Background: an optimization exercise with open tools, aiming at small area, a short achievable clock period and few clock cycles. Do not read the settings as production practice. In this exercise RTL edits were held to simulation tests only and were not proved equivalent to the original. The clock port is modelled as an ideal driver; clocking choices that lean on that would not hold on a real chip. Power is estimated from default activity; no workload was simulated.

Setup of sierra:
// mansos_demod
module mansos_demod (
    input  wire        clk,
    input  wire        rst,           
    input  wire        start,         
    output wire        raw_re,        
    output wire [6:0]  raw_addr,
    input  wire [7:0]  raw_rdata,
    output wire        busy,
    output reg         done,          
    output reg  [2:0]  result,
    output wire [1:0]  halt_state,
    output wire [3:0]  bit_len,
    output wire [6:0]  bit_count,
    output reg  [3:0]  nbytes,
    output wire [63:0] frame_out
);
Size in the first run: about 1900 cells after synthesis, ~190 flip-flops, roughly 110 I/O pins, ~14000 um2 of cells after synthesis.
Settings: LEC_CHECK=0, ABC_AREA=1, CAP_MARGIN=20, CORE_MARGIN=2, CORE_UTILIZATION=55, SLEW_MARGIN=20; clock period 14.0 ns.
standard.sh (not shown) runs the stock make flow with config.mk's settings and CLKGATE_MAP_FILE= SYNTH_SCRIPT=/design/flow/synth_recipe.tcl, a recipe that flattens the netlist after the stock synthesis.
==> flow/flow/run.sh <==
#!/bin/bash
set -euo pipefail
export REPAIR_MARGIN="$(cat flow/margin.txt)"
bash standard.sh synth > log_1_synth.txt 2>&1
bash standard.sh place > log_2_place.txt 2>&1
STAGE=place openroad -no_init -exit flow/repair.tcl > log_3_repair_place.txt 2>&1
bash standard.sh cts > log_4_cts.txt 2>&1
STAGE=cts openroad -no_init -exit flow/repair.tcl > log_5_repair_cts.txt 2>&1
bash standard.sh > log_6_finish.txt 2>&1
==> flow/flow/margin.txt <==
0 10.3
==> flow/flow/repair.tcl <==
# Setup repair at a tighter slack target on the placed (or clock-tree)
# database, then legalize; written back in place for the next ORFS step.
set res [pwd]/orfs/results/sky130hd/mansos_demod/base
set stage $::env(STAGE)
if { $stage == "place" } {
  set odb 3_place.odb
  set sdc 3_place.sdc
} else {
  set odb 4_cts.odb
  set sdc 4_cts.sdc
}
read_liberty $::env(FLOW_HOME)/platforms/sky130hd/lib/sky130_fd_sc_hd__tt_025C_1v80.lib
read_db $res/$odb
read_sdc $res/$sdc
source $::env(FLOW_HOME)/platforms/sky130hd/setRC.tcl
set_dont_use [get_lib_cells {sky130_fd_sc_hd__probe* sky130_fd_sc_hd__lpflow*}]
if { $stage == "cts" } {
  set_propagated_clock [all_clocks]
}
estimate_parasitics -placement
report_design_area
report_worst_slack -max
report_worst_slack -min
if { $stage == "place" } {
  set margin [lindex $::env(REPAIR_MARGIN) 0]
} else {
  set margin [lindex $::env(REPAIR_MARGIN) 1]
}
# -repair_tns 0: work on the worst path only, which sets the period
repair_timing -setup -setup_margin $margin -repair_tns 0 -skip_gate_cloning -verbose
detailed_placement
estimate_parasitics -placement
if { $stage == "cts" } {
  repair_timing -hold -hold_margin 0.05 -verbose
  detailed_placement
  estimate_parasitics -placement
}
check_placement
report_design_area
report_worst_slack -max
report_worst_slack -min
write_db $res/$odb
sierra: PASS, flow complete, no timing, DRC or antenna violations
Testbench counts of sierra, summed over its fixed seeds: cycles 36,561.
#### Input delta (zinc over sierra)
==> flow/flow/margin.txt <==
10.6 10.3
==> notes.md <==
Having completed the whole flow, zinc delivered a layout that passed the timing, design-rule and antenna checks.
Compared zinc against sierra; fill cell total of the finished layout within noise.
Comparing zinc with sierra, the number of port buffers came out essentially unchanged.
Utilization sierra -> zinc: up
Compared with sierra, zinc shows a critical path buffer and inverter count that is 4 higher.
Looking at detailed-route wire length per cell, zinc sits above sierra.
Of zinc and sierra, sierra shows the higher final worst-path cycle share, with zinc below it.
In zinc, the setup slack on the worst flop-to-flop path came out 0.12 ns above the value in sierra.
diff inputs: zinc => onyx
==> flow/flow/margin.txt <==
10.2 10.05
==> notes.md <==
Changes observed in onyx relative to zinc: total power has decreased, maximum operating frequency now smaller, worst hold slack has increased. Number of clock buffers inserted by TritonCTS came out exactly the same in onyx and zinc. Going from zinc to onyx, first-pass GRT wire length shrank by a few percent. Delta (onyx minus zinc): maximum ir drop on the vdd rail -8.6%; share of power burned in combinational logic shrank by 0.3 points. Looking at non-clock buffering overhead in the final layout, onyx sits 2.1 points lower than zinc does. Routed metal-1 wirelength in onyx vs zinc: down 650 um. Per the final summary, onyx finished and its layout is clean on timing, DRC and antenna.

========
mansos_demod, a different RTL version from the one above (not shown whole).
For scale: roughly 1,400 cells after synthesis, ~13,000 um^2 of cells after synthesis.
==> flow/design.v (excerpt) <==
module mansos_demod (
    input  wire        clk,
    input  wire        rst,           
    input  wire        start,         
    output wire        raw_re,        
    output wire [6:0]  raw_addr,
    input  wire [7:0]  raw_rdata,
    output wire        busy,
    output reg         done,          
    output reg  [2:0]  result,
    output wire [1:0]  halt_state,
    output wire [3:0]  bit_len,
    output wire [6:0]  bit_count,
    output wire [3:0]  nbytes,
    output wire [63:0] frame_out
);
Settings: LEC_CHECK=0, CAP_MARGIN=20, CORE_MARGIN=2, CORE_UTILIZATION=40, SLEW_MARGIN=20; clock period 14.0 ns.
==> flow/flow/run.sh <==
#!/bin/bash
set -euo pipefail
export REPAIR_MARGIN=$(cat flow/margin.txt)
bash standard.sh synth > log_1_synth.txt 2>&1
bash standard.sh place > log_2_place.txt 2>&1
STAGE=place openroad -no_init -exit flow/repair.tcl > log_3_repair_place.txt 2>&1
bash standard.sh cts > log_4_cts.txt 2>&1
STAGE=cts openroad -no_init -exit flow/repair.tcl > log_5_repair_cts.txt 2>&1
bash standard.sh > log_6_finish.txt 2>&1
==> flow/flow/margin.txt <==
9
==> flow/flow/repair.tcl <==
# Setup repair at a tighter slack target on the placed (or clock-tree)
# database, then legalize; written back in place for the next ORFS step.
set res [pwd]/orfs/results/sky130hd/mansos_demod/base
set stage $::env(STAGE)
if { $stage == "place" } {
  set odb 3_place.odb
  set sdc 3_place.sdc
} else {
  set odb 4_cts.odb
  set sdc 4_cts.sdc
}
read_liberty $::env(FLOW_HOME)/platforms/sky130hd/lib/sky130_fd_sc_hd__tt_025C_1v80.lib
read_db $res/$odb
read_sdc $res/$sdc
source $::env(FLOW_HOME)/platforms/sky130hd/setRC.tcl
set_dont_use [get_lib_cells {sky130_fd_sc_hd__probe* sky130_fd_sc_hd__lpflow*}]
if { $stage == "cts" } {
  set_propagated_clock [all_clocks]
}
estimate_parasitics -placement
report_design_area
report_worst_slack -max
report_worst_slack -min
repair_timing -setup -setup_margin $::env(REPAIR_MARGIN) -skip_gate_cloning -verbose
detailed_placement
estimate_parasitics -placement
if { $stage == "cts" } {
  repair_timing -hold -hold_margin 0.05 -verbose
  detailed_placement
  estimate_parasitics -placement
}
check_placement
report_design_area
report_worst_slack -max
report_worst_slack -min
write_db $res/$odb
The starting point completed without violations.
Testbench counts at the start, summed over its fixed seeds: cycles 36,561.
Change:
--- a/flow/flow/run.sh
+++ b/flow/flow/run.sh
@@ -3 +3 @@
-export REPAIR_MARGIN=$(cat flow/margin.txt)
+export REPAIR_MARGIN="$(cat flow/margin.txt)"
==> flow/flow/margin.txt (replaced) <==
11 10
--- a/flow/flow/repair.tcl
+++ b/flow/flow/repair.tcl
@@ -24 +24,7 @@
-repair_timing -setup -setup_margin $::env(REPAIR_MARGIN) -skip_gate_cloning -verbose
+if { $stage == "place" } {
+  set margin [lindex $::env(REPAIR_MARGIN) 0]
+} else {
+  set margin [lindex $::env(REPAIR_MARGIN) 1]
+}
+# -repair_tns 0: work on the worst path only, which sets the period
+repair_timing -setup -setup_margin $margin -repair_tns 0 -skip_gate_cloning -verbose
--- a/flow/config.mk
+++ b/flow/config.mk
@@ -7,0 +8 @@
+export ABC_AREA = 1
=> Combinational power went down by about a fifth. Clock skew hardly moves. Die area rises by a few percent. Wire length climbs by roughly a tenth. Design area grows by a few percent. Total power goes down by about a fifth. Cell count increases by a quarter to a third. Register-to-register slack improves by 1300 ps. Core utilization rises by 1.1 points. Synthesized cell count went up by a quarter to a third.

========
## beta
RTL: one of the versions met above, not the one the previous note started from.
For scale: about 1900 cells after synthesis, about 190 flip-flops, ~110 I/O pins, ~14000 µm² of cells after synthesis.
// mansos_demod
module mansos_demod (
    input  wire        clk,
    input  wire        rst,           
    input  wire        start,         
    output wire        raw_re,        
    output wire [6:0]  raw_addr,
    input  wire [7:0]  raw_rdata,
    output wire        busy,
    output reg         done,          
    output reg  [2:0]  result,
    output wire [1:0]  halt_state,
    output wire [3:0]  bit_len,
    output wire [6:0]  bit_count,
    output reg  [3:0]  nbytes,
    output wire [63:0] frame_out
);
==> flow/config.mk <==
export PLATFORM = sky130hd
export DESIGN_NAME = mansos_demod
export DESIGN_NICKNAME = mansos_demod
export VERILOG_FILES = /design/flow/design.v
export SDC_FILE = /design/flow/constraint.sdc
export NUM_CORES = 4
export LEC_CHECK = 0
export ABC_AREA = 1
export CAP_MARGIN = 20
export CORE_MARGIN = 2
export CORE_UTILIZATION = 40
export SLEW_MARGIN = 20
==> flow/constraint.sdc <==
create_clock -name core_clock -period 14.0 [get_ports {clk}]
set_input_delay 2.8000 -clock core_clock [delete_from_list [all_inputs] [get_ports {clk}]]
set_output_delay 2.8000 -clock core_clock [all_outputs]
set_load 0.01 [all_outputs]
==> flow/flow/run.sh <==
#!/bin/bash
set -euo pipefail
export REPAIR_MARGIN="$(cat flow/margin.txt)"
bash standard.sh synth > log_1_synth.txt 2>&1
bash standard.sh place > log_2_place.txt 2>&1
STAGE=place openroad -no_init -exit flow/repair.tcl > log_3_repair_place.txt 2>&1
bash standard.sh cts > log_4_cts.txt 2>&1
STAGE=cts openroad -no_init -exit flow/repair.tcl > log_5_repair_cts.txt 2>&1
bash standard.sh > log_6_finish.txt 2>&1
==> flow/flow/margin.txt <==
11 10
==> flow/flow/repair.tcl <==
# Setup repair at a tighter slack target on the placed (or clock-tree)
# database, then legalize; written back in place for the next ORFS step.
set res [pwd]/orfs/results/sky130hd/mansos_demod/base
set stage $::env(STAGE)
if { $stage == "place" } {
  set odb 3_place.odb
  set sdc 3_place.sdc
} else {
  set odb 4_cts.odb
  set sdc 4_cts.sdc
}
read_liberty $::env(FLOW_HOME)/platforms/sky130hd/lib/sky130_fd_sc_hd__tt_025C_1v80.lib
read_db $res/$odb
read_sdc $res/$sdc
source $::env(FLOW_HOME)/platforms/sky130hd/setRC.tcl
set_dont_use [get_lib_cells {sky130_fd_sc_hd__probe* sky130_fd_sc_hd__lpflow*}]
if { $stage == "cts" } {
  set_propagated_clock [all_clocks]
}
estimate_parasitics -placement
report_design_area
report_worst_slack -max
report_worst_slack -min
if { $stage == "place" } {
  set margin [lindex $::env(REPAIR_MARGIN) 0]
} else {
  set margin [lindex $::env(REPAIR_MARGIN) 1]
}
# -repair_tns 0: work on the worst path only, which sets the period
repair_timing -setup -setup_margin $margin -repair_tns 0 -skip_gate_cloning -verbose
detailed_placement
estimate_parasitics -placement
if { $stage == "cts" } {
  repair_timing -hold -hold_margin 0.05 -verbose
  detailed_placement
  estimate_parasitics -placement
}
check_placement
report_design_area
report_worst_slack -max
report_worst_slack -min
write_db $res/$odb
beta finished all stages; the layout is clean.
Testbench counts of beta, summed over its fixed seeds: cycles 36,561.
What gamma does differently from beta at the input level:
==> flow/flow/margin.txt <==
11 10.3
diff --git a/flow/config.mk b/flow/config.mk
--- a/flow/config.mk
+++ b/flow/config.mk
@@ -9,4 +9,4 @@
 export CAP_MARGIN = 20
 export CORE_MARGIN = 2
-export CORE_UTILIZATION = 40
+export CORE_UTILIZATION = 55
 export SLEW_MARGIN = 20
Notes after the runs:
[gamma] detailed-route wire length on metal 1 fell 370 µm relative to beta
End point of the critical path = bit_len[1]: beta; end point of the critical path = frame_out[56]: gamma
Going from beta to gamma, the number of antenna violations at the first check in global routing was found to have gone down by 1.
Delta (gamma minus beta): cell-internal power went down about 4%, critical path depth held, half-perimeter wire length after placement went down 1100 µm, via count of the first global-routing pass went down 1.8%.
Compared to beta, the routing of gamma uses less wire.

==> port drivers added, routing unchanged <==
In the flow no input, the clock included, has a driving cell. The finished layouts below were timed again as built, in two steps.
Step 1: set_driving_cell puts a clkbuf_16 on clk and a buf_2 on each other input, an assumption about the parent block.
Step 2 also shifts input and output timing later by t, the mid clock arrival at the registers, as if the neighbouring blocks saw the same clock.
a / b / c = ideal / step 1 / step 2; a / b = the first two.
| run | t (ns) | setup slack, ns | worst setup path at the end | slew at the worst register clock pin (ns) |
|---|---|---|---|---|
| sierra | 0.479 | 9.979 / 9.979 / 9.979 | register to register | 0.09 / 0.09 |
| zinc | 0.480 | 10.095 / 10.067 / 10.095 | register to register | 0.09 / 0.09 |
| onyx | 0.483 | 9.754 / 9.705 / 9.767 | register to register | 0.09 / 0.09 |
| the first run of note 2 | 0.486 | 8.955 / 8.955 / 8.955 | register to register | 0.08 / 0.08 |
| the second run of note 2 | 0.502 | 9.889 / 9.837 / 10.282 | register to register | 0.08 / 0.08 |
| beta | 0.492 | 10.049 / 9.998 / 10.410 | register to register | 0.09 / 0.09 |
| gamma | 0.490 | 10.091 / 10.041 / 10.329 | register to register | 0.09 / 0.09 |
After both steps setup and hold are still met in every run listed.
